This design comes from an exercise in tuning for small area on the open sky130 flow, not from production work.
At most, simulation tests tie the RTL to the original design; equivalence was not proved.
The RTL of run 3 was laid out without a check of its function.
No activity file was given, so power comes from the tool's default toggle rates.

### flow/flow/run.sh
#!/bin/bash
# Standard ORFS layout; the only change is the cell that buffer_ports puts on
# each input and output port (the smallest buffer instead of the default).
set -euo pipefail
export BUFFER_PORTS_ARGS="-buffer_cell sky130_fd_sc_hd__buf_1"
bash standard.sh > standard_flow.log 2>&1
### flow/standard.sh
#!/bin/bash
# synth_recipe.tcl (not shown) runs the flow's synth.tcl, then flattens the netlist and writes it again
# the make line also repeats each setting of config.mk as NAME=value (left out here)
make -C /OpenROAD-flow-scripts/flow DESIGN_CONFIG=/design/flow/config.mk WORK_HOME=/design/flow/orfs CLKGATE_MAP_FILE= SYNTH_SCRIPT=/design/flow/synth_recipe.tcl "${@:-finish}"
### flow/config.mk
export PLATFORM = sky130hd
export DESIGN_NAME = osdp_frame_core
export DESIGN_NICKNAME = osdp_frame_core
export VERILOG_FILES = /design/flow/design.v
export SDC_FILE = /design/flow/constraint.sdc
export NUM_CORES = 4
export LEC_CHECK = 0
export CAP_MARGIN = 20
export CORE_MARGIN = 2
export CORE_UTILIZATION = 40
export SLEW_MARGIN = 20
### flow/constraint.sdc
create_clock -name core_clock -period 5.0 [get_ports {clk}]
set_input_delay 1.0000 -clock core_clock [delete_from_list [all_inputs] [get_ports {clk}]]
set_output_delay 1.0000 -clock core_clock [all_outputs]
set_load 0.01 [all_outputs]
### flow/design.v
module osdp_crc16_byte (
    input  wire [15:0] crc_in,
    input  wire [7:0]  data,
    output reg  [15:0] crc_out
);
    integer i;
    always @* begin
        crc_out = crc_in ^ {data, 8'h00};
        for (i = 0; i < 8; i = i + 1) begin
            if (crc_out[15])
                crc_out = {crc_out[14:0], 1'b0} ^ 16'h1021;
            else
                crc_out = {crc_out[14:0], 1'b0};
        end
    end
endmodule
module osdp_frame_core (
    input  wire        clk,
    input  wire        rst,             
    input  wire        rx_valid,
    input  wire [7:0]  rx_data,
    input  wire        rx_error,
    output wire        rx_ready,
    output wire        buf_we,
    output wire [10:0] buf_addr,
    output wire [7:0]  buf_wdata,
    output reg  [7:0]  addr,
    output reg  [15:0] len,
    output reg  [7:0]  ctrl,
    output reg  [7:0]  cmd,
    output reg  [15:0] trailer,
    output wire        crc_mode,
    output reg         valid,
    output wire        poll_ack,
    output wire        frame_ready,
    output wire [2:0]  status,
    output reg         mcause,
    output reg         frame_done,
    output reg         malformed,
    output reg         transport_fault
);
    localparam [7:0]  SOM     = 8'h53;
    localparam [15:0] CRC_SOM = 16'h8B66;
    reg [10:0] idx;        
    reg [7:0]  aux;        
    reg [15:0] crc;
    reg        last;       
    reg        fault;
    reg        held;       
    reg        bad_hdr;    
    assign crc_mode    = ctrl[2];
    assign poll_ack    = !cmd[7] && cmd[6] && (cmd[4:0] == 5'd0);
    assign frame_ready = held;
    assign status      = fault   ? 3'd4 :
                         bad_hdr ? 3'd3 :
                         held    ? {1'b0, !valid, valid} : 3'd0;
    assign rx_ready = !fault;
    wire take  = !rst && !rx_error && rx_valid && !fault;
    wire hunt  = (idx == 11'd0);
    wire som   = (rx_data == SOM);
    assign buf_we    = take && (!hunt || som);
    assign buf_addr  = idx;
    assign buf_wdata = rx_data;
    wire hdr   = (idx[10:3] == 8'd0);
    wire pre5  = hdr && (idx[2:0] < 3'd5);       
    wire at5   = hdr && (idx[2:0] == 3'd5);
    wire [10:0] idx1 = idx + 11'd1;
    wire [10:0] idx2 = idx + 11'd2;
    wire pen   = (idx2 == len[10:0]);            
    wire len_bad = (len[15:3] == 13'd0 && len[2:0] != 3'd7) ||
                   (len > 16'd1440);
    wire len7crc = (len == 16'd7) && ctrl[2];
    wire hdr_bad = len_bad || len7crc;
    wire fin   = take && last;
    wire malf  = take && at5 && hdr_bad;
    wire [15:0] crc_upd;
    osdp_crc16_byte u_crc (
        .crc_in  (crc),
        .data    (rx_data),
        .crc_out (crc_upd)
    );
    wire aux_rx = hunt || (ctrl[2] && !pre5);
    wire [7:0] sum_next = (aux & {8{!aux_rx}}) + rx_data;
    wire crc_match = (crc_upd[7:0] == 8'h00) && (crc_upd[15:8] == aux);
    wire sum_match = (sum_next == 8'h00);
    wire match     = ctrl[2] ? crc_match : sum_match;
    always @(posedge clk) begin
        if (rst || fin || malf)
            idx <= 11'd0;
        else if (buf_we)
            idx <= idx1;
        if (buf_we) begin
            aux <= sum_next;
            if (hunt || pre5 || !pen)
                crc <= hunt ? CRC_SOM : crc_upd;
        end
        if (rst || fin)
            last <= 1'b0;
        else if (take && !hunt && !pre5)
            last <= pen && !hdr_bad;
        if (rst) begin
            addr <= 8'h00;
            len  <= 16'h0000;
            ctrl <= 8'h00;
            cmd  <= 8'h00;
        end else if (take && hdr) begin
            case (idx[2:0])
                3'd1: addr      <= rx_data;
                3'd2: len[7:0]  <= rx_data;
                3'd3: len[15:8] <= rx_data;
                3'd4: ctrl      <= rx_data;
                3'd5: cmd       <= rx_data;
                default: ;
            endcase
        end
        if (rst) begin
            trailer <= 16'h0000;
            valid   <= 1'b0;
        end else if (fin) begin
            trailer <= ctrl[2] ? {rx_data, aux} : {8'h00, rx_data};
            valid   <= match;
        end
        if (rst)
            mcause <= 1'b0;
        else if (malf)
            mcause <= !len_bad;
        if (rst)
            fault <= 1'b0;
        else if (rx_error)
            fault <= 1'b1;
        if (rst || (take && hunt && som))
            held <= 1'b0;
        else if (fin)
            held <= 1'b1;
        if (rst || (take && hunt && som))
            bad_hdr <= 1'b0;
        else if (malf)
            bad_hdr <= 1'b1;
        frame_done      <= !rst && fin;
        malformed       <= !rst && malf;
        transport_fault <= !rst && rx_error && !fault;
    end
endmodule
==> impl_metrics.csv, run 1 <==
group,metric,value,unit
clock_network,clockRootBuffer,"clkbuf_16",
place,routabilityCongestion,0.875,
clock_network,hold_buffers,0,
yosys,synth_area_per_cell,9.35,um2
setup_path,crit_type,"reg -> reg",
routing,drc,0,
hold_path,hp-start,"cmd[6]",
place,detailed_place_hpwl,9.97,mm
yosys,synth.distinct_cells,53,
sta,layout_setup_ws,1.18,ns
clock_network,cts_tree,"yes",
floorplanning,ios,100,
pwr,power.switching,383,uW
sta,max_slew_margin,0.396,
sta,max_freq,0.262,GHz
hold_path,hp-class,"reg -> reg",
routing,avgRoutedWirePerCell,17.4,um
routing,vias,4193,
grt,grt_pass1_vias,4105,
setup_path,reg2reg_to,"valid",
routing,dr.pass1.iters,4,
yosys,synthArstFlopShare,0,
pwr,switching_share,0.235,
yosys,synth_area_leaders,"dfxtp_1, edfxtp_1, xnor2_1, mux2i_1, nor2_1",
pwr,ir_worst_vdd,0.170,mV
yosys,synth_cells,549,
floorplanning,die_y,117,um
routing,drtAntennaViolNets,0,
sta,finClkSkew,0.0115,ns
floorplanning,start_util,0.408,
clock_network,clkSinkCount,100,
routing,vias_per_cell,5.19,
hold_path,min_to,"cmd[6]",
clock_network,clk_pin_slew_worst_paths,0.07,ns
clock_network,clk-insertion-delay-late,0.36,ns
pwr,p_int,1250,uW
place,pre_cts_slack,1.20,ns
hold_path,hold-path-cell-count,2,
floorplanning,dieArea,0.0138,mm2
floorplanning,die_x,117,um
sta,fin_tns_setup,0,ns
setup_path,worst_ep_arrival_time,4.08,ns
sta,maxSlewViolCount,0,
sta,worst_pin_slew,0.901,ns
grt,grt_max_degree,51,
place,placed_area,0.00561,mm2
finish,final_cell_mix,"buf_1, dfxtp_1, nor2_1",
setup_path,cp-start-kind,"flop",
grt,grt_antenna_before_repair,0,
yosys,yosysSeqAreaShare,0.437,
sta,period_minus_slack,3.82,ns
yosys,synth_top_area_cell,"dfxtp_1",
setup_path,reg2reg_depth,12,
clock_network,cts_resized,0,
setup_path,critPathMaxFanout,17,
sta,setup_violations,0,
pwr,p_per_area,276,mW/mm2
setup_path,cp-end-kind,"flop",
finish,antenna_cells,0,
pwr,clock_power_share,0.434,
floorplanning,placementRows,41,
setup_path,critical_path_required,5.26,ns
setup_path,regToRegSetupSlack,1.18,ns
sta,fin_crit_sh,0.764,
grt,grt_overflow,0,
floorplanning,coreArea,0.0126,mm2
routing,routed_wirelength,14.0,mm
finish,final_common_cell,"buf_1",
yosys,synth_area,0.00513,mm2
place,io_buffers,99,
pwr,power_leakage,0.00231,uW
routing,drtIter0Drc,253,
job,cap_viol_max_count,0,
yosys,synth_edf_count,24,
setup_path,rr_startpoint,"idx[0]",
outcome,status,"no timing/DRC/antenna violations",
clock_network,numCtsBuffers,9,
yosys,synth_top_area_frac,0.296,
finish,fin_area,0.00591,mm2
clock_network,clockBufferDepth,2,
grt,grt_pass1_wl,21.9,mm
yosys,ys_seq_elements,100,
clock_network,cts_setup_buffers,0,
yosys,yosys_warnings,2,
finish,drive_gt1_frac,0.0723,
finish,finish.net_count,658,
grt,grt_usage,0.212,
yosys,ys.flop_type,"dfxtp_1",
pwr,p_seq_frac,0.507,
pwr,comb_power_share,0.059,
yosys,synth_fp_nets,576,
clock_network,htreeDepth,3,
sta,rsz0062_at_grt,"no",
finish,syn2layout_area_growth,15.2,%
sta,hold_viol,0,
[critical path, cell delays in order, from the launching register on]
cell and delay (ns):
dfxtp_1 0.59, inv_1 0.14, ha_1 0.27, nand2b_1 0.13, or3_1 0.48, and3_1 0.25, ha_1 0.17, inv_1 0.06
fa_1 0.47, inv_1 0.05, or4_1 0.49, or4_1 0.43, o41ai_2 0.21
[flip-flops by register name (all words and copies together) (netlist names), 8 cells and up]
register,count
addr,8
aux,8
cmd,8
crc,16
ctrl,8
idx,11
len,16
trailer,16
[power groups by stage]
stage               logic, uW  registers, uW  clock network, uW
floorplan                67.0            845                  0
global placement         94.4            845                  0
detailed placement       95.6            845                  0
CTS                      95.9            827                722
global route              103            827                749
finish                   95.9            827                707
[kinds of logic after synthesis]
group / share of synthesized area
multiplexers: 0.0624
flip-flops: 0.437
AO/OA/AOI/OAI: 0.0790
XOR/XNOR: 0.117
AND/OR/NAND/NOR: 0.215
buffers and inverters: 0.0514
adder cells (fa/ha/maj): 0.0380
[worst max path at each step]
stage | depth (start not counted) | slack [ns] | startpoint | endpoint
2_1_floorplan | 13 | 1.47 | idx[0] | valid
3_3_place_gp | 12 | 1.36 | idx[0] | valid
3_5_place_dp | 12 | 1.20 | idx[0] | valid
4_1_cts | 12 | 1.18 | idx[0] | valid
5_1_grt | 12 | 0.94 | idx[0] | valid
6_report | 12 | 1.18 | idx[0] | valid
[synthesized netlist by cell type, types with 3 or more instances]
library cell   n
a211oi_1       5
a21o_1         4
a21oi_1       26
a31oi_1        3
and3_1         7
buf_2          4
buf_4         11
clkbuf_1      23
dfxtp_1       76
edfxtp_1      24
ha_1          14
inv_1         12
mux2i_1       32
nand2_1       55
nand3_1       31
nand3_2        3
nand3b_1      16
nand4_1        5
nor2_1        66
nor3_1         8
nor4_1         6
o21a_1         3
o21ai_0       13
or4_1          4
xnor2_1       40
xor2_1        19
[per-layer routing]
| metal | wire (um) | part of all wire | vias up | global-route usage |
|---|---|---|---|---|
| met5 | 0 | 0 | - | 0 |
| met4 | 259 | 0.018 | 0 | 0.0612 |
| met3 | 783 | 0.056 | 21 | 0.0427 |
| met2 | 6490 | 0.46 | 137 | 0.343 |
| met1 | 6490 | 0.46 | 1994 | 0.287 |
| li1 | - | - | 2041 | - |
[stage by stage]
step	util	instances	power, uW	hold WS (ns)
after CTS	0.470	808	1640	0.470
after floorplan	-	549	912	0.464
after global placement	0.446	792	940	0.450
final	0.470	808	1630	0.464
after detailed placement	0.446	792	941	0.461
after global routing	0.470	808	1680	0.487
[area by class of cell]
cell class | count | area (um2)
Timing Repair Buffer | 113 | 478
Clock buffer | 11 | 264
Fill cell | 1239 | 6660
Tap cell | 172 | 215
Multi-Input combinational cell | 395 | 2630
Inverter | 12 | 45.0
Sequential cell | 100 | 2240
Clock inverter | 5 | 41.3
==> run 2: changes to the inputs <==
==> flow/run.sh (new file) <==
#!/bin/bash
# synth_recipe.tcl (not shown) runs the flow's synth.tcl, then flattens the netlist and writes it again
# the make line also repeats each setting of config.mk as NAME=value (left out here)
make -C /OpenROAD-flow-scripts/flow DESIGN_CONFIG=/design/flow/config.mk WORK_HOME=/design/flow/orfs CLKGATE_MAP_FILE= SYNTH_SCRIPT=/design/flow/synth_recipe.tcl finish
removed: flow/flow/run.sh
removed: flow/standard.sh
==> run 2 against run 1 <==
- non-clock buffer count decreased by 1
- area after synthesis unchanged
- global-route usage is 0.10 points higher
- register-to-register slack got worse by 0.02 ns
- sequential share of layout area is 3.6 points lower
- final cell count fell by 0.25%
- synthesized cell count unchanged
- hold slack better by 0.0060 ns
- final area grew 11%
- critical path depth is 7 lower
- utilization up 5.0 points
- first-iteration DRC count is 13% higher
- critical path type is now in -> out
- largest cell class unchanged
- highest routed layer unchanged
==> impl_metrics.csv, run 2 <==
group,metric,value,unit
yosys,yosys_warnings,2,
setup_path,worst-path-buf-inv,2,
yosys,synth.distinct_cells,53,
place,pre_cts_slack,0.987,ns
sta,fin_tns_setup,0,ns
yosys,yosysSeqAreaShare,0.437,
hold_path,hold-path-cell-count,2,
routing,vias_per_cell,5.22,
finish,final-instance-count-excl-fill,806,
yosys,synth_cells,549,
setup_path,critPathMaxFanout,2,
pwr,p_seq_frac,0.491,
outcome,status,"no timing/DRC/antenna violations",
routing,drtIter0Drc,285,
yosys,ys_seq_elements,100,
grt,grt_antenna_before_repair,0,
clock_network,clockRootBuffer,"clkbuf_16",
setup_path,cp-start-kind,"primary input",
setup_path,reg2reg_depth,12,
grt,grt_pass1_vias,4033,
yosys,synth_top_area_cell,"dfxtp_1",
floorplanning,dieArea,0.0138,mm2
routing,routed_wirelength,14.3,mm
sta,rsz0062_at_grt,"no",
setup_path,cp_slowest_cell,"or4_1",
hold_path,hp-start,"cmd[3]",
clock_network,clk_pin_slew_worst_paths,0.07,ns
pwr,power_leakage,0.00255,uW
setup_path,rr_startpoint,"idx[0]",
sta,layout_setup_ws,0.984,ns
setup_path,reg2reg_to,"valid",
pwr,p_int,1310,uW
floorplanning,die_y,117,um
grt,grt_pass1_wl,22.0,mm
routing,wl_met2,6.44,mm
routing,avgRoutedWirePerCell,17.7,um
sta,period_minus_slack,4.02,ns
finish,final_core_util,0.520,
grt,grt_max_degree,47,
pwr,power.switching,371,uW
clock_network,cts_setup_buffers,0,
sta,worst_pin_slew,0.922,ns
yosys,ys.flop_type,"dfxtp_1",
sta,max_slew_margin,0.369,
yosys,synth_top_area_frac,0.296,
setup_path,regToRegSetupSlack,1.16,ns
clock_network,htreeDepth,3,
hold_path,hp-class,"reg -> reg",
routing,met3_length,784,um
yosys,synth_area_per_cell,9.35,um2
sta,setup_violations,0,
finish,finish.net_count,657,
place,routabilityCongestion,0.842,
setup_path,cp-end-kind,"output port",
sta,fin_crit_sh,0.803,
routing,routedLengthMet1,6.80,mm
clock_network,cts_tree,"yes",
routing,vias,4206,
place,detailed_place_hpwl,10.1,mm
finish,drive_gt1_frac,0.0694,
finish,final_common_cell,"clkdlybuf4s50_1",
sta,max_freq,0.249,GHz
setup_path,critical_path_required,4.00,ns
sta,hold_viol,0,
job,cap_viol_max_count,0,
setup_path,crit_type,"in -> out",
floorplanning,start_util,0.408,
hold_path,min_to,"cmd[3]",
routing,drtAntennaViolNets,0,
finish,syn2layout_area_growth,27.4,%
pwr,ir_worst_vdd,0.122,mV
yosys,synth_area,0.00513,mm2
clock_network,clockBufferDepth,2,
sta,maxSlewViolCount,0,
finish,fillers,1172,
grt,grt_usage,0.213,
pwr,switching_share,0.221,
setup_path,worst_ep_arrival_time,3.02,ns
routing,drc,0,
grt,grt_overflow,0,
yosys,synth_fp_nets,576,
place,io_buffers,99,
finish,final_cell_mix,"clkdlybuf4s50_1, dfxtp_1, nor2_1",
yosys,synthArstFlopShare,0,
floorplanning,coreArea,0.0126,mm2
clock_network,clkSinkCount,100,
clock_network,hold_buffers,0,
routing,top_layer,"met4",
pwr,p_per_area,257,mW/mm2
yosys,synth_most_common_cell,"dfxtp_1",
yosys,synth_edf_count,24,
place,dp.cells,791,
yosys,synth_area_leaders,"dfxtp_1, edfxtp_1, xnor2_1, mux2i_1, nor2_1",
sta,finClkSkew,0.00660,ns
clock_network,numCtsBuffers,9,
pwr,clock_power_share,0.446,
floorplanning,placementRows,41,
setup_path,path_delay_family,"buffers and inverters",
setup_path,max_stage_delay,0.58,ns
pwr,comb_power_share,0.063,
yosys,synth_common_cells,"dfxtp_1, nor2_1, nand2_1, xnor2_1, mux2i_1",
clock_network,clk-insertion-delay-late,0.34,ns
setup_path,crit_chain,"clkdlybuf4s50_1 -> or4_1 -> nor2_1 -> o21a_1 -> clkdlybuf4s50_1",
floorplanning,ios,100,
floorplanning,die_x,117,um
finish,antenna_cells,0,
finish,reg_top3,"crc x16, len x16, trailer x16",
routing,dr.pass1.iters,5,
clock_network,cts_resized,0,
setup_path,cpMostUsedCell,"clkdlybuf4s50_1",
==> run 2: cell types whose count changed in the layout (fill, tap and decap cells not counted), sizes merged <==
cell	previous run	this run
clkdlybuf4s50	0	98
clkinv	3	1
inv	14	12
clkbuf	12	14
buf	112	14
==> run 2: logic make-up after synthesis <==
| kind of cell | after synthesis | synth area share |
|---|---|---|
| adder cells (fa/ha/maj) | 15 | 0.0380 |
| multiplexers | 32 | 0.0624 |
| XOR/XNOR | 63 | 0.117 |
| AO/OA/AOI/OAI | 64 | 0.0790 |
| AND/OR/NAND/NOR | 221 | 0.215 |
| flip-flops | 100 | 0.437 |
| buffers and inverters | 54 | 0.0514 |
==> run 2: cell type report <==
type                            instances  area (um2)  share of cell area
Sequential cell                       100        2240               0.343
Inverter                               12        45.0             0.00689
Multi-Input combinational cell        395        2630               0.402
Clock inverter                          1        8.76             0.00134
Clock buffer                           14         318              0.0486
Tap cell                              172         215              0.0329
Timing Repair Buffer                  112        1080               0.166
==> run 2: metrics by stage <==
step | power, uW | hold WS, ns | cell area, um2
3_5_place_dp | 950 | 0.465 | 6210
4_1_cts | 1690 | 0.472 | 6540
6_report | 1680 | 0.470 | 6540
2_1_floorplan | 912 | 0.464 | 5130
3_3_place_gp | 949 | 0.454 | 6210
5_1_grt | 1730 | 0.485 | 6540
==> run 2: how the worst max path moves through the flow <==
stage	end	startpoint	slack, ns	cells past startpoint
3_5_place_dp	buf_we	rx_data[7]	0.99	5
3_3_place_gp	buf_we	rx_data[7]	0.97	5
5_1_grt	valid	idx[0]	0.90	12
6_report	buf_we	rx_data[7]	0.98	5
2_1_floorplan	valid	idx[0]	1.47	13
4_1_cts	buf_we	rx_data[7]	0.97	5
==> run 2: worst register-to-register path: stages (launching register included) <==
cell and delay [ns]:
dfxtp_1 0.60, inv_1 0.14, ha_1 0.26, nand2b_1 0.12
or3_1 0.54, and3_1 0.26, ha_1 0.16, inv_1 0.05
fa_1 0.47, inv_1 0.05, or4_1 0.48, or4_1 0.42
o41ai_2 0.19
==> run 2: power by group through the flow <==
stage               Sequential, uW  Clock [uW]  Combinational [uW]
floorplan                      845           0                67.0
global placement               845           0                 104
detailed placement             845           0                 105
CTS                            827         757                 106
global route                   826         792                 113
finish                         827         750                 105
==> run 2: layer usage <==
metal / vias up / GRT usage
met2: 134 / 0.326
li1: 2038 / -
met5: - / 0
met1: 2016 / 0.305
met4: 0 / 0.0729
met3: 18 / 0.0350
==> run 3: changes to the inputs <==
--- a/flow/design.v
+++ b/flow/design.v
@@ -66,4 +66,13 @@
     wire at5   = hdr && (idx[2:0] == 3'd5);
-    wire [10:0] idx1 = idx + 11'd1;
-    wire [10:0] idx2 = idx + 11'd2;
+    wire [10:0] cy2;                   
+    assign cy2[0] = 1'b0;
+    assign cy2[1] = 1'b1;
+    genvar g;
+    generate
+        for (g = 2; g < 11; g = g + 1) begin : g_cy
+            assign cy2[g] = cy2[g-1] & idx[g-1];
+        end
+    endgenerate
+    wire [10:0] idx1 = {idx[10:1] ^ (cy2[10:1] & {10{idx[0]}}), !idx[0]};
+    wire [10:0] idx2 = {idx[10:1] ^ cy2[10:1], idx[0]};
     wire pen   = (idx2 == len[10:0]);            
@@ -86,2 +95,4 @@
     wire match     = ctrl[2] ? crc_match : sum_match;
+    wire [7:0] rxm  = rx_data & {8{!rst}};
+    wire [7:0] auxm = aux & {8{!rst}};
     always @(posedge clk) begin
@@ -100,23 +111,10 @@
             last <= pen && !hdr_bad;
-        if (rst) begin
-            addr <= 8'h00;
-            len  <= 16'h0000;
-            ctrl <= 8'h00;
-            cmd  <= 8'h00;
-        end else if (take && hdr) begin
-            case (idx[2:0])
-                3'd1: addr      <= rx_data;
-                3'd2: len[7:0]  <= rx_data;
-                3'd3: len[15:8] <= rx_data;
-                3'd4: ctrl      <= rx_data;
-                3'd5: cmd       <= rx_data;
-                default: ;
-            endcase
-        end
-        if (rst) begin
-            trailer <= 16'h0000;
-            valid   <= 1'b0;
-        end else if (fin) begin
-            trailer <= ctrl[2] ? {rx_data, aux} : {8'h00, rx_data};
-            valid   <= match;
+        if (rst || (take && hdr && idx[2:0] == 3'd1)) addr      <= rxm;
+        if (rst || (take && hdr && idx[2:0] == 3'd2)) len[7:0]  <= rxm;
+        if (rst || (take && hdr && idx[2:0] == 3'd3)) len[15:8] <= rxm;
+        if (rst || (take && hdr && idx[2:0] == 3'd4)) ctrl      <= rxm;
+        if (rst || (take && hdr && idx[2:0] == 3'd5)) cmd       <= rxm;
+        if (rst || fin) begin
+            trailer <= {rxm & {8{ctrl[2]}}, ctrl[2] ? auxm : rxm};
+            valid   <= match && !rst;
         end
==> flow/flow/run.sh (new file) <==
#!/bin/bash
# Standard ORFS layout; the only change is the cell that buffer_ports puts on
# each input and output port (the smallest buffer instead of the default).
set -euo pipefail
export BUFFER_PORTS_ARGS="-buffer_cell sky130_fd_sc_hd__buf_1"
bash standard.sh > standard_flow.log 2>&1
==> flow/standard.sh (new file) <==
#!/bin/bash
# synth_recipe.tcl (not shown) runs the flow's synth.tcl, then flattens the netlist and writes it again
# the make line also repeats each setting of config.mk as NAME=value (left out here)
make -C /OpenROAD-flow-scripts/flow DESIGN_CONFIG=/design/flow/config.mk WORK_HOME=/design/flow/orfs CLKGATE_MAP_FILE= SYNTH_SCRIPT=/design/flow/synth_recipe.tcl "${@:-finish}"
--- a/flow/config.mk
+++ b/flow/config.mk
@@ -10,2 +10,3 @@
 export CORE_UTILIZATION = 40
+export CTS_BUF_LIST = sky130_fd_sc_hd__clkbuf_8
 export SLEW_MARGIN = 20
removed: flow/run.sh
==> run 3 against run 2 <==
- non-clock buffer count decreased by 9
- sequential cell count unchanged
- clock skew increased by 0.0077 ns
- global-route usage decreased by 3.0 points
- first-iteration DRC count increased by 4.6%
- synthesized cell count decreased by 29%
- sequential power increased by 15%
- routed wire length decreased by 21%
- register-to-register slack improved by 0.02 ns
==> impl_metrics.csv, run 3 <==
group,metric,value,unit
floorplanning,placementRows,40,
grt,grt_pass1_wl,17.8,mm
routing,drc,0,
routing,drtIter0Drc,298,
clock_network,cts_setup_buffers,0,
setup_path,regToRegSetupSlack,1.18,ns
hold_path,hp-class,"reg -> reg",
routing,vias_per_cell,5.17,
grt,grt_overflow,0,
routing,routed_wirelength,11.3,mm
yosys,synth_common_cells,"edfxtp_1, nor2_1, xor2_1, xnor2_1, ha_1",
hold_path,hold-path-cell-count,2,
floorplanning,die_x,114,um
yosys,synth_area_leaders,"edfxtp_1, dfxtp_1, xor2_1, ha_1, xnor2_1",
clock_network,clk-insertion-delay-late,0.39,ns
finish,syn2layout_area_growth,14.0,%
sta,max_freq,0.262,GHz
yosys,synth_top_family_by_area,"simple AND/OR/NAND/NOR gates",
sta,worst_pin_slew,0.822,ns
yosys,yosysSeqAreaShare,0.580,
outcome,status,"no timing/DRC/antenna violations",
sta,period_minus_slack,3.82,ns
pwr,ir_worst_vdd,0.198,mV
yosys,yosys_warnings,2,
yosys,synth_top_area_frac,0.502,
yosys,synth_fp_nets,423,
sta,rsz0062_at_grt,"no",
floorplanning,ios,100,
yosys,muxShareOfSynthArea,0.0186,
sta,layout_setup_ws,1.18,ns
sta,fin_crit_sh,0.765,
yosys,yosys.area_share.simple,0.145,
setup_path,cp_slowest_cell,"dfxtp_1",
setup_path,worst_ep_arrival_time,4.05,ns
pwr,power_leakage,0.00204,uW
clock_network,cts_resized,0,
setup_path,cp-end-kind,"flop",
setup_path,crit_chain,"inv_1 -> ha_1 -> nand2b_1 -> or3_1 -> and3_2 -> ha_1 -> inv_1 -> fa_1 -> inv_1 -> or4_1 -> or4_1 -> o32ai_2",
grt,grt_usage,0.182,
clock_network,cts_tree,"yes",
floorplanning,coreArea,0.0119,mm2
clock_network,clockBufferDepth,2,
finish,antenna_cells,0,
finish,final_core_util,0.464,
pwr,p_per_area,299,mW/mm2
yosys,synth_edf_count,81,
floorplanning,die_y,114,um
setup_path,cp-start-kind,"flop",
sta,maxSlewViolCount,0,
grt,grt_pass1_vias,3171,
routing,drtAntennaViolNets,0,
finish,reg_top3,"crc x16, len x16, trailer x16",
clock_network,clk_pin_slew_worst_paths,0.10,ns
finish,final_common_cell,"buf_1",
yosys,synth_most_common_cell,"edfxtp_1",
yosys,ys_seq_elements,100,
sta,hold_viol,0,
clock_network,clockRootBuffer,"clkbuf_8",
clock_network,hold_buffers,0,
yosys,synth_cells,389,
setup_path,rr_startpoint,"idx[0]",
clock_network,clkSinkCount,100,
sta,hold_ws,0.488,ns
place,io_buffers,99,
setup_path,critical_path_required,5.22,ns
setup_path,reg2reg_to,"valid",
sta,finClkSkew,0.0143,ns
setup_path,cpMostUsedCell,"inv_1",
place,dp.cells,621,
grt,grt_antenna_before_repair,0,
place,detailed_place_hpwl,8.39,mm
setup_path,max_stage_delay,0.54,ns
clock_network,htreeDepth,3,
yosys,synth_area,0.00485,mm2
yosys,synth.distinct_cells,51,
finish,drive_gt1_frac,0.0796,
yosys,synth_area_per_cell,12.5,um2
sta,setup_violations,0,
floorplanning,start_util,0.407,
finish,final-instance-count-excl-fill,637,
clock_network,numCtsBuffers,9,
sta,max_slew_margin,0.451,
floorplanning,dieArea,0.0130,mm2
finish,final_cell_mix,"buf_1, edfxtp_1, nor2_1",
yosys,synthArstFlopShare,0,
grt,grt_max_degree,32,
sta,fin_tns_setup,0,ns
yosys,synth_compound_area_frac,0.0591,
finish,finish.net_count,519,
yosys,synth_top_area_cell,"edfxtp_1",
routing,dr.pass1.iters,4,
place,routabilityCongestion,0.905,
hold_path,min_to,"last",
setup_path,reg2reg_depth,12,
setup_path,critPathMaxFanout,17,
yosys,ys.flop_type,"edfxtp_1",
job,cap_viol_max_count,0,
routing,vias,3296,
routing,avgRoutedWirePerCell,17.7,um
setup_path,crit_type,"reg -> reg",
place,pre_cts_slack,1.25,ns
yosys,synth-xor-area-share,0.108,
yosys,synth_fa_ha_area_frac,0.0583,
hold_path,hp-start,"last",
[run 3: cell count changes in the layout (fill, tap and decap cells not counted), moves of 17 or more]
| cell | delta |
|---|---|
| buf_1 | +99 |
| clkdlybuf4s50_1 | -98 |
| dfxtp_1 | -57 |
| edfxtp_1 | +57 |
| nand2_1 | -35 |
| nand3_1 | -26 |
| mux2i_1 | -23 |
| nor2_1 | -20 |
| a21oi_1 | -17 |
[run 3: where the power goes]
group	switching (uW)	internal (uW)
clock network	311	239
logic	99.4	48.9
registers	19.2	933
total	429	1220
[run 3: kinds of logic after synthesis]
logic type / after synthesis
muxes: 9
buffers and inverters: 28
xor gates and xnor gates: 58
AOI/OAI and AO/OA: 38
and+or+nand+nor: 134
adders and majority gates: 22
DFF: 100
[run 3: final cells by class]
| cell class | instances | area [um2] |
|---|---|---|
| Fill cell | 1105 | 6380 |
| Timing Repair Buffer | 103 | 402 |
| Clock buffer | 9 | 124 |
| Sequential cell | 100 | 2810 |
| Inverter | 10 | 37.5 |
| Clock inverter | 7 | 81.3 |
| Multi-Input combinational cell | 261 | 1890 |
| Tap cell | 147 | 184 |
[run 3: worst max path at each step]
stage             start     end  slack (ns)  depth (start not counted)
5_1_grt          idx[0]   valid        0.95                         12
4_1_cts          idx[0]   valid        1.20                         12
3_3_place_gp     idx[0]   valid        1.24                         12
2_1_floorplan  rx_error  crc[0]        1.25                          4
3_5_place_dp     idx[0]   valid        1.25                         12
6_report         idx[0]   valid        1.18                         12
[run 3: layer usage]
metal,wire [um],vias up,share of wire,GRT usage
met5,0,-,0,0
met4,242,0,0.021,0.0797
met3,656,16,0.058,0.0471
met2,4980,106,0.44,0.263
met1,5420,1599,0.48,0.260
li1,-,1575,-,-
[run 3: critical path: cells and delay by family, from the launching register on]
family | cells | cell delay, ns
fa+ha+maj | 3 | 0.90
simple gates | 5 | 1.74
buf+inv | 3 | 0.26
compound gates | 1 | 0.21
flops | 1 | 0.54
[run 3: through the flow]
step	instance area, um2	power [uW]
after global routing	5530	1710
after CTS	5530	1660
after floorplan	4850	1060
after detailed placement	5320	1120
after global placement	5320	1120
final	5530	1650
==> run 4: changes to the inputs <==
--- a/flow/design.v
+++ b/flow/design.v
@@ -3,14 +3,8 @@
     input  wire [7:0]  data,
-    output reg  [15:0] crc_out
+    output wire [15:0] crc_out,
+    output wire [7:0]  x
 );
-    integer i;
-    always @* begin
-        crc_out = crc_in ^ {data, 8'h00};
-        for (i = 0; i < 8; i = i + 1) begin
-            if (crc_out[15])
-                crc_out = {crc_out[14:0], 1'b0} ^ 16'h1021;
-            else
-                crc_out = {crc_out[14:0], 1'b0};
-        end
-    end
+    assign x = crc_in[15:8] ^ data;
+    wire [7:0] y = {x[7:4], x[3:0] ^ x[7:4]};
+    assign crc_out = {crc_in[7:0], 8'h00} ^ {y[3:0], 12'h000} ^ {3'b000, y, 5'b00000} ^ {8'h00, y};
 endmodule
@@ -85,2 +79,3 @@
     wire [15:0] crc_upd;
+    wire [7:0]  crc_x;
     osdp_crc16_byte u_crc (
@@ -88,3 +83,4 @@
         .data    (rx_data),
-        .crc_out (crc_upd)
+        .crc_out (crc_upd),
+        .x       (crc_x)
     );
@@ -92,3 +88,3 @@
     wire [7:0] sum_next = (aux & {8{!aux_rx}}) + rx_data;
-    wire crc_match = (crc_upd[7:0] == 8'h00) && (crc_upd[15:8] == aux);
+    wire crc_match = (crc_x == 8'h00) && (crc[7:0] == aux);
     wire sum_match = (sum_next == 8'h00);
==> flow/flow/run.sh (replaced) <==
#!/bin/bash
set -euo pipefail
export BUFFER_PORTS_ARGS="-buffer_cell sky130_fd_sc_hd__buf_1"
export CTS_ARGS="-sink_clustering_enable -repair_clock_nets -sink_clustering_size 50 -buf_list sky130_fd_sc_hd__clkbuf_16 -dont_use_dummy_load"
bash standard.sh > standard_flow.log 2>&1
--- a/flow/config.mk
+++ b/flow/config.mk
@@ -10,3 +10,2 @@
 export CORE_UTILIZATION = 40
-export CTS_BUF_LIST = sky130_fd_sc_hd__clkbuf_8
 export SLEW_MARGIN = 20
==> run 4 against run 3 <==
- critical path depth grew 2
- total power grew 2.8%
- sequential power grew 0.9%
- sequential cell count is the same
- via count grew 3.0%
- critical endpoint unchanged
- register-to-register slack gained 0.12 ns
- utilization grew 0.49 points
- die area grew 1.7%
- final cell count grew 1.6%
- largest cell class unchanged
==> impl_metrics.csv, run 4 <==
group,metric,value,unit
outcome,status,"no timing/DRC/antenna violations",
yosys,synth_area_leaders,"edfxtp_1, dfxtp_1, xnor2_1, ha_1, nor2_1",
yosys,synth_cells,407,
sta,rsz0062_at_grt,"no",
clock_network,cts_setup_buffers,0,
routing,vias_per_cell,5.25,
sta,hold_viol,0,
routing,avgRoutedWirePerCell,18.0,um
finish,final_cell_mix,"buf_1, edfxtp_1, xnor2_1",
clock_network,clk-insertion-delay-late,0.34,ns
finish,final_core_util,0.469,
clock_network,cts_tree,"yes",
finish,antenna_cells,0,
clock_network,clkSinkCount,100,
grt,grt_usage,0.180,
finish,fillers,1128,
pwr,ir_worst_vdd,0.155,mV
yosys,yosysSeqAreaShare,0.570,
routing,routed_wirelength,11.7,mm
clock_network,cts_resized,0,
grt,grt_pass1_wl,17.9,mm
sta,period_minus_slack,3.70,ns
floorplanning,start_util,0.411,
hold_path,hp-start,"last",
setup_path,critPathMaxFanout,20,
clock_network,hold_buffers,0,
sta,worst_pin_slew,0.666,ns
clock_network,clockRootBuffer,"clkbuf_16",
pwr,switching_share,0.230,
finish,syn2layout_area_growth,14.2,%
routing,vias,3395,
finish,finish.net_count,536,
yosys,synth_most_common_cell,"edfxtp_1",
grt,grt_antenna_before_repair,0,
setup_path,cp-end-kind,"flop",
place,routabilityCongestion,0.867,
yosys,yosys_warnings,1,
clock_network,clk_pin_slew_worst_paths,0.06,ns
setup_path,crit_type,"reg -> reg",
floorplanning,placementRows,40,
grt,grt_overflow,0,
setup_path,cp-start-kind,"flop",
sta,max_freq,0.270,GHz
setup_path,worst_ep_arrival_time,3.87,ns
yosys,synth.distinct_cells,56,
yosys,synth_area_per_cell,12.1,um2
routing,drtIter0Drc,267,
routing,drc,0,
clock_network,numCtsBuffers,9,
yosys,synthArstFlopShare,0,
routing,drtAntennaViolNets,0,
pwr,power.switching,390,uW
sta,maxSlewViolCount,0,
yosys,synth_edf_count,81,
sta,max_slew_margin,0.556,
sta,fin_tns_setup,0,ns
setup_path,critical_path_required,5.16,ns
floorplanning,die_x,115,um
setup_path,rr_startpoint,"idx[0]",
yosys,synth_top_area_frac,0.493,
floorplanning,dieArea,0.0132,mm2
floorplanning,coreArea,0.0120,mm2
floorplanning,ios,100,
place,detailed_place_hpwl,8.65,mm
sta,finClkSkew,0.0144,ns
job,cap_viol_max_count,0,
yosys,ys_seq_elements,100,
pwr,p_per_area,301,mW/mm2
yosys,ys.flop_type,"edfxtp_1",
yosys,synth_common_cells,"edfxtp_1, xnor2_1, nor2_1, ha_1, inv_1",
yosys,synth_area,0.00493,mm2
hold_path,hp-class,"reg -> reg",
sta,fin_crit_sh,0.741,
pwr,comb_power_share,0.088,
grt,grt_pass1_vias,3257,
grt,grt_max_degree,34,
clock_network,clockBufferDepth,2,
pwr,power_leakage,0.00200,uW
pwr,p_seq_frac,0.567,
place,io_buffers,99,
finish,final_common_cell,"buf_1",
routing,dr.pass1.iters,4,
clock_network,htreeDepth,3,
yosys,synth_top_area_cell,"edfxtp_1",
setup_path,startpoint,"idx[0]",
sta,setup_violations,0,
finish,drive_gt1_frac,0.0560,
yosys,synth_fp_nets,441,
finish,reg_top3,"crc x16, len x16, trailer x16",
pwr,p_int,1310,uW
pwr,clock_power_share,0.345,
floorplanning,die_y,115,um
[run 4: changes by cell type in the layout (fill, tap and decap cells not counted), moves of 8 or more]
| cell | previous run | this run |
|---|---|---|
| xor2_1 | 32 | 9 |
| xnor2_1 | 24 | 37 |
| inv_1 | 10 | 20 |
| nor2_1 | 46 | 36 |
| clkbuf_16 | 0 | 9 |
| clkbuf_8 | 9 | 0 |
| nand2_1 | 20 | 11 |
| o21ai_0 | 3 | 11 |
| or3_1 | 2 | 10 |
[run 4: cells by family after synthesis]
| kind of cell | after synthesis | share of synthesized area |
|---|---|---|
| simple gates | 132 | 0.153 |
| flops | 100 | 0.570 |
| compound gates | 58 | 0.0799 |
| xor+xnor | 46 | 0.0817 |
| buf+inv | 40 | 0.0393 |
| fa+ha+maj | 22 | 0.0573 |
| mux | 9 | 0.0183 |
[run 4: path summary, 6_finish.rpt]
path | endpoint | slack (ns) | depth (start not counted)
max | valid | 1.30 | 14
min | last | 0.49 | 2
max reg2reg | valid | 1.30 | 14
min reg2reg | last | 0.49 | 2
[run 4: stage by stage]
step                cell area [um2]  hold WS (ns)  total power, uW  instances  worst slack (ns)
floorplan                      4930         0.441             1070        407             0.987
global placement               5410         0.464             1130        638              1.46
detailed placement             5410         0.488             1130        638              1.29
CTS                            5630         0.498             1710        647              1.28
global route                   5630         0.531             1760        647              1.09
finish                         5630         0.492             1700        647              1.30
[run 4: worst max-delay path, cell delays in order, from the launching register on]
cell	delay, ns
dfxtp_1	0.51
inv_1	0.11
ha_1	0.23
nor2b_1	0.16
nand3_1	0.09
buf_4	0.22
and3_1	0.18
ha_1	0.20
inv_1	0.07
fa_1	0.41
nand2b_1	0.18
a21o_1	0.17
a211o_1	0.26
or4_1	0.52
o31ai_1	0.21
[run 4: power groups by stage]
stage	registers, uW	clock network (uW)	logic, uW
after floorplan	989	0	81.0
after global placement	979	0	149
after detailed placement	979	0	150
after CTS	962	594	151
after global routing	965	626	164
final	961	586	149
[run 4: per-layer routing]
layer  vias to the layer above  track usage  part of all wire
met4                         0       0.0763             0.015
met1                      1610        0.247              0.46
met5                         -            0                 0
met3                        14       0.0279             0.053
li1                       1657            -                 -
met2                       114        0.284              0.47
[run 4: final cells by class]
cell class | count | area (um2) | share of cell area
flip-flops and latches | 100 | 2810 | 0.499
inverters | 20 | 75.1 | 0.0133
clock buffers | 9 | 225 | 0.0400
repair buffers | 104 | 409 | 0.0726
well taps | 147 | 184 | 0.0327
multi-input cells | 267 | 1930 | 0.342
==> run 5: changes to the inputs <==
==> flow/flow/run.sh (replaced) <==
#!/bin/bash
set -euo pipefail
export BUFFER_PORTS_ARGS="-buffer_cell sky130_fd_sc_hd__buf_1"
export CTS_ARGS="-sink_clustering_enable -repair_clock_nets -sink_clustering_size 25 -buf_list sky130_fd_sc_hd__clkbuf_8 -dont_use_dummy_load"
export RECOVER_POWER=100
bash standard.sh > standard_flow.log 2>&1
==> run 5 against run 4 <==
- still clean on timing, DRC and antenna
- worst setup slack worse by 0.20 ns
- global-route usage shrank 0.090 points
- sequential share of layout area increased by 1.3 points
- final area decreased by 2.5%
- synthesized cell count did not move
- highest routed layer unchanged
==> impl_metrics.csv, run 5 <==
group,metric,value,unit
outcome,status,"no timing/DRC/antenna violations",
yosys,synth-xor-area-share,0.0817,
routing,vias,3407,
hold_path,hp-class,"reg -> reg",
pwr,p_per_area,277,mW/mm2
place,dp.cells,638,
floorplanning,die_y,115,um
setup_path,cp-start-kind,"primary input",
clock_network,clk_pin_slew_worst_paths,0.08,ns
sta,rsz0062_at_grt,"no",
clock_network,hold_buffers,0,
place,pre_cts_slack,1.29,ns
clock_network,clk-insertion-delay-late,0.36,ns
sta,layout_setup_ws,1.10,ns
finish,reg_top3,"crc x16, len x16, trailer x16",
floorplanning,ios,100,
finish,antenna_cells,0,
hold_path,hp-start,"last",
yosys,synth_compound_area_frac,0.0799,
clock_network,cts_resized,0,
yosys,synth.distinct_cells,56,
routing,dr.pass1.iters,4,
yosys,synth_cells,407,
sta,period_minus_slack,3.90,ns
finish,final_cell_mix,"buf_1, edfxtp_1, xnor2_1",
yosys,synth_edf_count,81,
yosys,synth_most_common_cell,"edfxtp_1",
setup_path,path_delay_family,"buffers and inverters",
sta,fin_tns_setup,0,ns
clock_network,cts_tree,"yes",
routing,avgRoutedWirePerCell,18.1,um
yosys,synth_area_per_cell,12.1,um2
sta,maxSlewViolCount,0,
pwr,power_leakage,0.00193,uW
grt,grt_usage,0.179,
floorplanning,dieArea,0.0132,mm2
setup_path,rr_startpoint,"idx[0]",
grt,grt_overflow,0,
place,detailed_place_hpwl,8.65,mm
place,io_buffers,99,
sta,worst_pin_slew,1.42,ns
routing,routed_wirelength,11.7,mm
grt,grt_antenna_before_repair,0,
setup_path,critical_path_required,5.04,ns
place,routabilityCongestion,0.867,
yosys,synth_area_leaders,"edfxtp_1, dfxtp_1, xnor2_1, ha_1, nor2_1",
finish,final-instance-count-excl-fill,647,
finish,final_common_cell,"buf_1",
sta,setup_violations,0,
clock_network,cts_setup_buffers,0,
clock_network,numCtsBuffers,9,
yosys,synth_top_family_by_area,"simple AND/OR/NAND/NOR gates",
setup_path,crit_chain,"buf_1 -> clkbuf_1 -> nor4b_1 -> o21a_1 -> clkbuf_1 -> a21boi_0 -> buf_4",
yosys,synthArstFlopShare,0,
yosys,synth_common_cells,"edfxtp_1, xnor2_1, nor2_1, ha_1, inv_1",
setup_path,critPathMaxFanout,33,
clock_network,clockRootBuffer,"clkbuf_8",
yosys,muxShareOfSynthArea,0.0183,
sta,max_slew_margin,0.0563,
yosys,ys_seq_elements,100,
sta,finClkSkew,0.0252,ns
setup_path,startpoint,"rst",
finish,drive_gt1_frac,0.0360,
routing,drc,0,
setup_path,crit_type,"in -> reg",
yosys,synth_fa_ha_area_frac,0.0573,
yosys,ys.flop_type,"edfxtp_1",
routing,drtAntennaViolNets,0,
floorplanning,coreArea,0.0120,mm2
grt,grt_pass1_wl,17.9,mm
yosys,synth_top_area_frac,0.493,
floorplanning,start_util,0.411,
floorplanning,die_x,115,um
finish,syn2layout_area_growth,11.3,%
clock_network,clkSinkCount,100,
setup_path,max_stage_delay,0.85,ns
yosys,synth_area,0.00493,mm2
yosys,yosys_warnings,1,
setup_path,cp_slowest_cell,"nor4b_1",
setup_path,worst-path-buf-inv,4,
setup_path,cp-end-kind,"flop",
setup_path,worst_ep_arrival_time,3.95,ns
clock_network,clockBufferDepth,2,
clock_network,htreeDepth,3,
sta,fin_crit_sh,0.781,
routing,vias_per_cell,5.27,
job,cap_viol_max_count,0,
floorplanning,placementRows,40,
finish,finish.net_count,536,
grt,grt_max_degree,34,
finish,final_core_util,0.457,
sta,hold_viol,0,
setup_path,cpMostUsedCell,"clkbuf_1",
sta,max_freq,0.256,GHz
routing,drtIter0Drc,268,
yosys,synth_top_area_cell,"edfxtp_1",
yosys,synth_fp_nets,441,
yosys,yosys.area_share.simple,0.153,
pwr,ir_worst_vdd,0.0927,mV
grt,grt_pass1_vias,3268,
yosys,yosysSeqAreaShare,0.570,
==> run 5: metal layers <==
layer	GRT usage	routed length, um	up-vias
met5	0	0	-
met3	0.0264	517	12
met1	0.246	5450	1639
li1	-	-	1655
met4	0.0739	165	0
met2	0.285	5570	101
==> run 5: final timing paths <==
path	endpoint	slack (ns)	cells past startpoint
setup / recovery	crc[5]	1.10	7
hold / removal	last	0.49	2
setup reg to reg	valid	1.26	14
hold reg to reg	last	0.49	2
==> run 5: worst register-to-register path: cells and delay by family, from the launching register on <==
family,cells,cell delay [ns]
adder cells (fa/ha/maj),3,0.85
buffers and inverters,3,0.41
flip-flops,1,0.53
AO/OA/AOI/OAI,3,0.65
AND/OR/NAND/NOR,5,1.14
==> run 5: kinds of logic after synthesis <==
logic type,after synthesis
AND/OR/NAND/NOR,132
buffers and inverters,40
XOR/XNOR,46
AO/OA/AOI/OAI,58
flip-flops,100
adder cells (fa/ha/maj),22
multiplexers,9
==> run 5: stage by stage <==
stage / cell area [um2] / hold slack [ns] / total power, uW
global route: 5490 / 0.535 / 1570
finish: 5490 / 0.494 / 1520
global placement: 5410 / 0.464 / 1130
detailed placement: 5410 / 0.488 / 1130
CTS: 5530 / 0.500 / 1530
floorplan: 4930 / 0.441 / 1070
==> run 5: cell type report <==
cell class	count	area (um2)
repair buffers	104	398
clock buffers	9	124
multi-input cells	267	1900
flip-flops and latches	100	2810
well taps	147	184
fillers	1155	6520
inverters	20	75.1
==> run 5: report_power, final <==
group,switching (uW),internal (uW)
logic,96.5,50.4
clock network,250,162
registers,24.6,935
==> run 6: changes to the inputs <==
==> flow/flow/run.sh (replaced) <==
#!/bin/bash
set -euo pipefail
export BUFFER_PORTS_ARGS="-buffer_cell sky130_fd_sc_hd__buf_1"
export CTS_ARGS="-sink_clustering_enable -repair_clock_nets -sink_clustering_size 25 -sink_buffer_max_cap_derate 1.0 -buf_list sky130_fd_sc_hd__clkbuf_8 -dont_use_dummy_load"
export RECOVER_POWER=100
bash standard.sh > standard_flow.log 2>&1
==> run 6 against run 5 <==
- largest cell class unchanged
- combinational power barely moved
- sequential power about the same
- critical endpoint unchanged
- register-to-register slack about the same
- global-route usage unchanged
==> impl_metrics.csv, run 6 <==
group,metric,value,unit
floorplanning,coreArea,0.0120,mm2
place,detailed_place_hpwl,8.65,mm
yosys,synth_cells,407,
sta,max_slew_margin,0.0563,
sta,setup_violations,0,
yosys,synth_most_common_cell,"edfxtp_1",
routing,vias,3407,
grt,grt_pass1_wl,17.9,mm
sta,fin_tns_setup,0,ns
setup_path,cp-start-kind,"primary input",
yosys,yosys_warnings,1,
routing,dr.pass1.iters,4,
floorplanning,start_util,0.411,
finish,final_core_util,0.457,
routing,drtAntennaViolNets,0,
finish,drive_gt1_frac,0.0360,
routing,drc,0,
floorplanning,die_x,115,um
yosys,synth_fp_nets,441,
floorplanning,ios,100,
yosys,synthArstFlopShare,0,
setup_path,reg2reg_depth,14,
setup_path,cp-end-kind,"flop",
sta,maxSlewViolCount,0,
finish,final_common_cell,"buf_1",
pwr,ir_worst_vdd,0.0927,mV
outcome,status,"no timing/DRC/antenna violations",
yosys,ys.flop_type,"edfxtp_1",
finish,fillers,1155,
setup_path,critPathMaxFanout,33,
routing,drtIter0Drc,268,
clock_network,hold_buffers,0,
finish,antenna_cells,0,
yosys,synth_area,0.00493,mm2
setup_path,startpoint,"rst",
floorplanning,placementRows,40,
finish,reg_top3,"crc x16, len x16, trailer x16",
floorplanning,dieArea,0.0132,mm2
clock_network,clockBufferDepth,2,
hold_path,hp-class,"reg -> reg",
setup_path,regToRegSetupSlack,1.26,ns
sta,worst_pin_slew,1.42,ns
sta,period_minus_slack,3.90,ns
clock_network,numCtsBuffers,9,
yosys,yosysSeqAreaShare,0.570,
sta,max_freq,0.256,GHz
finish,finish.net_count,536,
sta,finClkSkew,0.0252,ns
yosys,synth_area_leaders,"edfxtp_1, dfxtp_1, xnor2_1, ha_1, nor2_1",
clock_network,clockRootBuffer,"clkbuf_8",
sta,rsz0062_at_grt,"no",
job,cap_viol_max_count,0,
pwr,power_leakage,0.00193,uW
finish,final_cell_mix,"buf_1, edfxtp_1, xnor2_1",
grt,grt_antenna_before_repair,0,
clock_network,cts_setup_buffers,0,
grt,grt_max_degree,34,
setup_path,crit_type,"in -> reg",
yosys,synth.distinct_cells,56,
grt,grt_pass1_vias,3268,
floorplanning,die_y,115,um
routing,routed_wirelength,11.7,mm
place,routabilityCongestion,0.867,
setup_path,endpoint,"crc[5]",
yosys,synth_top_area_cell,"edfxtp_1",
clock_network,clkSinkCount,100,
setup_path,critical_path_required,5.04,ns
place,io_buffers,99,
clock_network,cts_resized,0,
clock_network,clk-insertion-delay-late,0.36,ns
yosys,ys_seq_elements,100,
yosys,synth_edf_count,81,
pwr,p_per_area,277,mW/mm2
yosys,synth_area_per_cell,12.1,um2
clock_network,htreeDepth,3,
clock_network,clk_pin_slew_worst_paths,0.08,ns
setup_path,worst_ep_arrival_time,3.95,ns
setup_path,rr_startpoint,"idx[0]",
yosys,synth_top_area_frac,0.493,
yosys,synth_common_cells,"edfxtp_1, xnor2_1, nor2_1, ha_1, inv_1",
sta,fin_crit_sh,0.781,
setup_path,reg2reg_to,"valid",
grt,grt_usage,0.179,
routing,avgRoutedWirePerCell,18.1,um
sta,hold_viol,0,
grt,grt_overflow,0,
finish,syn2layout_area_growth,11.3,%
routing,vias_per_cell,5.27,
clock_network,cts_tree,"yes",
run 6: cell counts in the layout (fill, tap and decap cells not counted):
No cell type changed its count.
run 6: through the flow:
| step | std cells | setup WS (ns) | power [uW] | hold slack (ns) | instance area [um2] |
|---|---|---|---|---|---|
| 6_report | 647 | 1.10 | 1520 | 0.494 | 5490 |
| 5_1_grt | 647 | 0.728 | 1570 | 0.535 | 5490 |
| 4_1_cts | 647 | 1.29 | 1530 | 0.500 | 5530 |
| 3_5_place_dp | 638 | 1.29 | 1130 | 0.488 | 5410 |
| 3_3_place_gp | 638 | 1.46 | 1130 | 0.464 | 5410 |
| 2_1_floorplan | 407 | 0.987 | 1070 | 0.441 | 4930 |
run 6: cell families after synthesis:
logic type,share of synthesized area
buf+inv,0.0393
mux,0.0183
simple gates,0.153
flops,0.570
xor+xnor,0.0817
compound gates,0.0799
fa+ha+maj,0.0573
run 6: how the worst min path moves through the flow:
stage	from	end	slack, ns	cells past startpoint
CTS	last	last	0.50	2
global placement	last	last	0.46	2
global route	last	last	0.53	2
detailed placement	last	last	0.49	2
floorplan	last	last	0.44	2
finish	last	last	0.49	2
run 6: cell type report:
| class | instances | area (um2) | area share |
|---|---|---|---|
| Inverter | 20 | 75.1 | 0.0137 |
| Clock buffer | 9 | 124 | 0.0226 |
| Multi-Input combinational cell | 267 | 1900 | 0.345 |
| Sequential cell | 100 | 2810 | 0.512 |
| Timing Repair Buffer | 104 | 398 | 0.0725 |
| Tap cell | 147 | 184 | 0.0335 |
run 6: routing by layer:
layer,global-route usage,share of wire,up-vias
li1,-,-,1655
met1,0.246,0.47,1639
met2,0.285,0.48,101
met3,0.0264,0.044,12
met4,0.0739,0.014,0
met5,0,0,-
run 6: worst max-delay path, stage by stage:
cell and delay, ns:
buf_1 0.07, clkbuf_1 0.54, nor4b_1 0.85, o21a_1 0.27, clkbuf_1 0.64, a21boi_0 0.29, buf_4 0.28
run 6: report_power, final:
part / total [uW] / leakage [uW] / internal, uW / switching [uW]
sequential: 960 / 0.000959 / 935 / 24.6
combinational: 147 / 0.000901 / 50.4 / 96.5
clock: 413 / 0.0000647 / 162 / 250
==> run 7: changes to the inputs <==
==> flow/flow/run.sh (replaced) <==
#!/bin/bash
set -euo pipefail
export BUFFER_PORTS_ARGS="-buffer_cell sky130_fd_sc_hd__buf_1"
export CTS_ARGS="-repair_clock_nets -buf_list sky130_fd_sc_hd__clkbuf_8 -dont_use_dummy_load"
export RECOVER_POWER=100
bash standard.sh > standard_flow.log 2>&1
==> run 7 against run 6 <==
- sequential cell count stayed put
- sequential share of layout area unchanged
- first-iteration DRC count is the same
- die area unchanged
- non-clock buffer count unchanged
- via count stayed put
- worst setup slack did not move
- utilization did not move
- routed wire length is the same
- global-route usage is the same
- total power is the same
- largest power group unchanged
==> impl_metrics.csv, run 7 <==
group,metric,value,unit
job,cap_viol_max_count,0,
floorplanning,die_x,115,um
grt,grt_max_degree,34,
yosys,synth_area_per_cell,12.1,um2
sta,max_slew_margin,0.0563,
yosys,synth_top_area_frac,0.493,
floorplanning,dieArea,0.0132,mm2
finish,final_cell_mix,"buf_1, edfxtp_1, xnor2_1",
yosys,synth_most_common_cell,"edfxtp_1",
routing,routed_wirelength,11.7,mm
clock_network,hold_buffers,0,
hold_path,hold-path-cell-count,2,
yosys,ys_seq_elements,100,
setup_path,critPathMaxFanout,33,
clock_network,clockRootBuffer,"clkbuf_8",
setup_path,crit_type,"in -> reg",
grt,grt_usage,0.179,
clock_network,htreeDepth,3,
sta,hold_viol,0,
setup_path,cp_slowest_cell,"nor4b_1",
setup_path,cp-start-kind,"primary input",
sta,finClkSkew,0.0252,ns
pwr,p_per_area,277,mW/mm2
pwr,ir_worst_vdd,0.0927,mV
setup_path,reg2reg_to,"valid",
clock_network,clk-insertion-delay-late,0.36,ns
routing,drtAntennaViolNets,0,
yosys,ys.flop_type,"edfxtp_1",
sta,worst_pin_slew,1.42,ns
yosys,synth_area_leaders,"edfxtp_1, dfxtp_1, xnor2_1, ha_1, nor2_1",
finish,reg_top3,"crc x16, len x16, trailer x16",
clock_network,clk_pin_slew_worst_paths,0.08,ns
setup_path,cp-end-kind,"flop",
yosys,synth_common_cells,"edfxtp_1, xnor2_1, nor2_1, ha_1, inv_1",
grt,grt_pass1_wl,17.9,mm
yosys,synth_compound_area_frac,0.0799,
setup_path,worst-path-buf-inv,4,
yosys,synth_cells,407,
routing,drc,0,
hold_path,hp-class,"reg -> reg",
grt,grt_antenna_before_repair,0,
yosys,synth_area,0.00493,mm2
setup_path,startpoint,"rst",
outcome,status,"no timing/DRC/antenna violations",
yosys,synth-xor-area-share,0.0817,
sta,maxSlewViolCount,0,
clock_network,cts_resized,0,
setup_path,rr_startpoint,"idx[0]",
yosys,yosysSeqAreaShare,0.570,
setup_path,reg2reg_depth,14,
place,detailed_place_hpwl,8.65,mm
clock_network,clkSinkCount,100,
sta,fin_crit_sh,0.781,
clock_network,clockBufferDepth,2,
finish,syn2layout_area_growth,11.3,%
sta,period_minus_slack,3.90,ns
sta,setup_violations,0,
setup_path,crit_chain,"buf_1 -> clkbuf_1 -> nor4b_1 -> o21a_1 -> clkbuf_1 -> a21boi_0 -> buf_4",
yosys,yosys_warnings,1,
floorplanning,placementRows,40,
yosys,synthArstFlopShare,0,
finish,antenna_cells,0,
setup_path,regToRegSetupSlack,1.26,ns
routing,vias_per_cell,5.27,
sta,rsz0062_at_grt,"no",
place,io_buffers,99,
routing,drtIter0Drc,268,
clock_network,cts_setup_buffers,0,
sta,hold_ws,0.494,ns
yosys,synth_top_family_by_area,"simple AND/OR/NAND/NOR gates",
yosys,synth_edf_count,81,
setup_path,worst_ep_arrival_time,3.95,ns
yosys,yosys.area_share.simple,0.153,
routing,vias,3407,
yosys,synth_fp_nets,441,
floorplanning,ios,100,
clock_network,cts_tree,"yes",
setup_path,cpMostUsedCell,"clkbuf_1",
yosys,synth.distinct_cells,56,
hold_path,hp-start,"last",
clock_network,numCtsBuffers,9,
setup_path,max_stage_delay,0.85,ns
setup_path,critical_path_required,5.04,ns
yosys,synth_top_area_cell,"edfxtp_1",
hold_path,min_to,"last",
sta,fin_tns_setup,0,ns
floorplanning,die_y,115,um
routing,avgRoutedWirePerCell,18.1,um
grt,grt_pass1_vias,3268,
setup_path,path_delay_family,"buffers and inverters",
routing,dr.pass1.iters,4,
sta,max_freq,0.256,GHz
yosys,muxShareOfSynthArea,0.0183,
floorplanning,start_util,0.411,
grt,grt_overflow,0,
place,routabilityCongestion,0.867,
finish,finish.net_count,536,
finish,drive_gt1_frac,0.0360,
pwr,power_leakage,0.00193,uW
finish,final_common_cell,"buf_1",
finish,final_core_util,0.457,
yosys,synth_fa_ha_area_frac,0.0573,
floorplanning,coreArea,0.0120,mm2
-- run 7: cell counts in the layout (fill, tap and decap cells not counted) --
No cell type changed its count.
-- run 7: through the flow --
| step | area, um2 | instances | worst slack [ns] | power, uW |
|---|---|---|---|---|
| after floorplan | 4930 | 407 | 0.987 | 1070 |
| after global placement | 5410 | 638 | 1.46 | 1130 |
| after detailed placement | 5410 | 638 | 1.29 | 1130 |
| after CTS | 5530 | 647 | 1.29 | 1530 |
| after global routing | 5490 | 647 | 0.728 | 1570 |
| final | 5490 | 647 | 1.10 | 1520 |
-- run 7: metal layers --
layer / global-route usage / wire (um)
met2: 0.285 / 5570
met4: 0.0739 / 165
met3: 0.0264 / 517
met5: 0 / 0
met1: 0.246 / 5450
-- run 7: area by class of cell --
class                           count  area [um2]
Inverter                           20        75.1
Sequential cell                   100        2810
Fill cell                        1155        6520
Timing Repair Buffer              104         398
Multi-Input combinational cell    267        1900
Tap cell                          147         184
Clock buffer                        9         124
-- run 7: power breakdown --
| part | internal, uW | switching (uW) | leakage, uW |
|---|---|---|---|
| Combinational | 50.4 | 96.5 | 0.000901 |
| Sequential | 935 | 24.6 | 0.000959 |
| Clock | 162 | 250 | 0.0000647 |
-- run 7: cells by family after synthesis --
family                   count (synthesis)
buffers and inverters                   40
multiplexers                             9
AO/OA/AOI/OAI                           58
XOR/XNOR                                46
adder cells (fa/ha/maj)                 22
AND/OR/NAND/NOR                        132
flip-flops                             100
-- run 7: worst reg2reg max path, stage by stage (launching register included) --
cell      delay, ns
dfxtp_1        0.53
inv_1          0.11
ha_1           0.24
nor2b_1        0.16
nand3_1        0.09
buf_4          0.23
and3_1         0.19
ha_1           0.20
inv_1          0.07
fa_1           0.41
nand2b_1       0.18
a21o_1         0.17
a211o_1        0.26
or4_1          0.52
o31ai_1        0.22
-- run 7: worst max path at each step --
stage / endpoint / slack, ns / cells after the start
2_1_floorplan: crc[0] / 0.99 / 12
3_3_place_gp: valid / 1.46 / 14
3_5_place_dp: valid / 1.29 / 14
4_1_cts: valid / 1.29 / 14
5_1_grt: crc[7] / 0.73 / 7
6_report: crc[5] / 1.10 / 7
==> run 8: changes to the inputs <==
==> flow/flow/run.sh (replaced) <==
#!/bin/bash
set -euo pipefail
export BUFFER_PORTS_ARGS="-buffer_cell sky130_fd_sc_hd__buf_1"
export CTS_ARGS="-sink_clustering_enable -repair_clock_nets -sink_clustering_size 50 -sink_clustering_max_diameter 200 -buf_list sky130_fd_sc_hd__clkbuf_8 -dont_use_dummy_load"
export RECOVER_POWER=100
bash standard.sh > standard_flow.log 2>&1
==> run 8 against run 7 <==
- non-clock buffer count stayed put
- first-iteration DRC count stayed put
- total power stayed put
- routed wire length stayed put
- critical path type unchanged
- clock power hardly changed
- highest routed layer unchanged
- sequential cell count stayed put
- worst setup slack stayed put
- via count stayed put
==> impl_metrics.csv, run 8 <==
group,metric,value,unit
outcome,status,"no timing/DRC/antenna violations",
routing,vias,3407,
sta,rsz0062_at_grt,"no",
grt,grt_max_degree,34,
hold_path,hp-class,"reg -> reg",
grt,grt_usage,0.179,
place,dp.cells,638,
floorplanning,dieArea,0.0132,mm2
clock_network,clockRootBuffer,"clkbuf_8",
yosys,synth.distinct_cells,56,
setup_path,cp-end-kind,"flop",
finish,reg_top3,"crc x16, len x16, trailer x16",
finish,final_common_cell,"buf_1",
floorplanning,die_y,115,um
setup_path,cp-start-kind,"primary input",
finish,antenna_cells,0,
floorplanning,die_x,115,um
clock_network,clockBufferDepth,2,
clock_network,cts_setup_buffers,0,
yosys,yosysSeqAreaShare,0.570,
sta,maxSlewViolCount,0,
yosys,synth_fp_nets,441,
yosys,synth_area,0.00493,mm2
place,io_buffers,99,
routing,dr.pass1.iters,4,
routing,avgRoutedWirePerCell,18.1,um
grt,grt_overflow,0,
pwr,p_per_area,277,mW/mm2
yosys,synth_most_common_cell,"edfxtp_1",
clock_network,clk_pin_slew_worst_paths,0.08,ns
sta,worst_pin_slew,1.42,ns
pwr,power_leakage,0.00193,uW
yosys,synth_edf_count,81,
finish,final-instance-count-excl-fill,647,
job,cap_viol_max_count,0,
setup_path,critPathMaxFanout,33,
finish,drive_gt1_frac,0.0360,
clock_network,cts_tree,"yes",
yosys,synth_top_area_frac,0.493,
grt,grt_antenna_before_repair,0,
yosys,synthArstFlopShare,0,
clock_network,clk-insertion-delay-late,0.36,ns
yosys,yosys_warnings,1,
sta,period_minus_slack,3.90,ns
finish,final_cell_mix,"buf_1, edfxtp_1, xnor2_1",
routing,drtIter0Drc,268,
floorplanning,placementRows,40,
place,detailed_place_hpwl,8.65,mm
grt,grt_pass1_vias,3268,
yosys,synth_common_cells,"edfxtp_1, xnor2_1, nor2_1, ha_1, inv_1",
routing,vias_per_cell,5.27,
grt,grt_pass1_wl,17.9,mm
sta,fin_crit_sh,0.781,
yosys,synth_area_leaders,"edfxtp_1, dfxtp_1, xnor2_1, ha_1, nor2_1",
floorplanning,ios,100,
finish,syn2layout_area_growth,11.3,%
routing,routed_wirelength,11.7,mm
floorplanning,coreArea,0.0120,mm2
sta,fin_tns_setup,0,ns
finish,finish.net_count,536,
floorplanning,start_util,0.411,
clock_network,htreeDepth,3,
sta,setup_violations,0,
pwr,ir_worst_vdd,0.0927,mV
clock_network,numCtsBuffers,9,
place,routabilityCongestion,0.867,
yosys,ys.flop_type,"edfxtp_1",
setup_path,critical_path_required,5.04,ns
yosys,ys_seq_elements,100,
clock_network,clkSinkCount,100,
routing,drc,0,
setup_path,worst_ep_arrival_time,3.95,ns
sta,finClkSkew,0.0252,ns
yosys,synth_area_per_cell,12.1,um2
yosys,synth_cells,407,
clock_network,cts_resized,0,
routing,drtAntennaViolNets,0,
clock_network,hold_buffers,0,
sta,max_freq,0.256,GHz
sta,hold_viol,0,
setup_path,crit_type,"in -> reg",
sta,max_slew_margin,0.0563,
yosys,synth_top_area_cell,"edfxtp_1",
==> run 8: cell counts in the layout (fill, tap and decap cells not counted) <==
No cell type changed its count.
==> run 8: final timing paths <==
kind | from | end | slack [ns] | depth (start not counted)
worst min register to register | last | last | 0.49 | 2
worst min-delay path | last | last | 0.49 | 2
worst max register to register | idx[0] | valid | 1.26 | 14
worst max-delay path | rst | crc[5] | 1.10 | 7
==> run 8: logic make-up (layout without fill, tap and decap cells) <==
logic type / after synthesis / count (layout) / synth area share
AO/OA/AOI/OAI: 58 / 58 / 0.0799
XOR/XNOR: 46 / 46 / 0.0817
adder cells (fa/ha/maj): 22 / 22 / 0.0573
buffers and inverters: 40 / 133 / 0.0393
flip-flops: 100 / 100 / 0.570
multiplexers: 9 / 9 / 0.0183
AND/OR/NAND/NOR: 132 / 132 / 0.153
==> run 8: metal layers <==
metal / wire, um / share of wire / vias to the layer above / GRT usage
met2: 5570 / 0.48 / 101 / 0.285
met4: 165 / 0.014 / 0 / 0.0739
met5: 0 / 0 / - / 0
li1: - / - / 1655 / -
met1: 5450 / 0.47 / 1639 / 0.246
met3: 517 / 0.044 / 12 / 0.0264
==> run 8: cell type report <==
type | count | area, um2
Clock buffer | 9 | 124
Fill cell | 1155 | 6520
Inverter | 20 | 75.1
Multi-Input combinational cell | 267 | 1900
Sequential cell | 100 | 2810
Tap cell | 147 | 184
Timing Repair Buffer | 104 | 398
==> run 8: critical path: stages <==
cell	delay [ns]
buf_1	0.07
clkbuf_1	0.54
nor4b_1	0.85
o21a_1	0.27
clkbuf_1	0.64
a21boi_0	0.29
buf_4	0.28
==> run 8: power by group <==
group / internal, uW / switching (uW) / total (uW)
clock network: 162 / 250 / 413
logic: 50.4 / 96.5 / 147
registers: 935 / 24.6 / 960
total: 1150 / 371 / 1520
==> run 8: through the flow <==
step / power (uW) / utilization / hold WS, ns / cell area [um2] / setup WS (ns)
6_report: 1520 / 0.457 / 0.494 / 5490 / 1.10
5_1_grt: 1570 / 0.457 / 0.535 / 5490 / 0.728
4_1_cts: 1530 / 0.461 / 0.500 / 5530 / 1.29
3_5_place_dp: 1130 / 0.450 / 0.488 / 5410 / 1.29
3_3_place_gp: 1130 / 0.450 / 0.464 / 5410 / 1.46
2_1_floorplan: 1070 / - / 0.441 / 4930 / 0.987

==> static timing again, ports no longer ideal <==
The flow's constraints put no driver on any port. The routed layouts listed below were extracted and timed again, unchanged, in two steps. Step 1 sets driving cells, clkbuf_16 on the clock port and buf_2 on the other inputs (assumed; they add their load-dependent delay and slew). Step 2 also shifts input and output timing later by t, the mid clock arrival at the registers, as if the neighbouring blocks saw the same clock. Three values: ideal, step 1, step 2; two values: the first two.
| run | shift t [ns] | setup WS [ns] | latest minus earliest clock arrival (ns) |
|---|---|---|---|
| run 1 | 0.391 | 1.180 / 1.180 / 1.180 | 0.012 / 0.011 |
| run 2 | 0.380 | 0.984 / 0.957 / 0.957 | 0.007 / 0.007 |
| run 3 | 0.421 | 1.176 / 1.176 / 1.176 | 0.014 / 0.015 |
| run 4 | 0.375 | 1.297 / 1.297 / 1.297 | 0.014 / 0.014 |
| run 5 | 0.386 | 1.097 / 1.094 / 0.726 | 0.025 / 0.026 |
| run 6 | 0.386 | 1.097 / 1.094 / 0.726 | 0.025 / 0.026 |
| run 7 | 0.386 | 1.097 / 1.094 / 0.726 | 0.025 / 0.026 |
| run 8 | 0.386 | 1.097 / 1.094 / 0.726 | 0.025 / 0.026 |
After both steps every run listed still meets setup and hold.
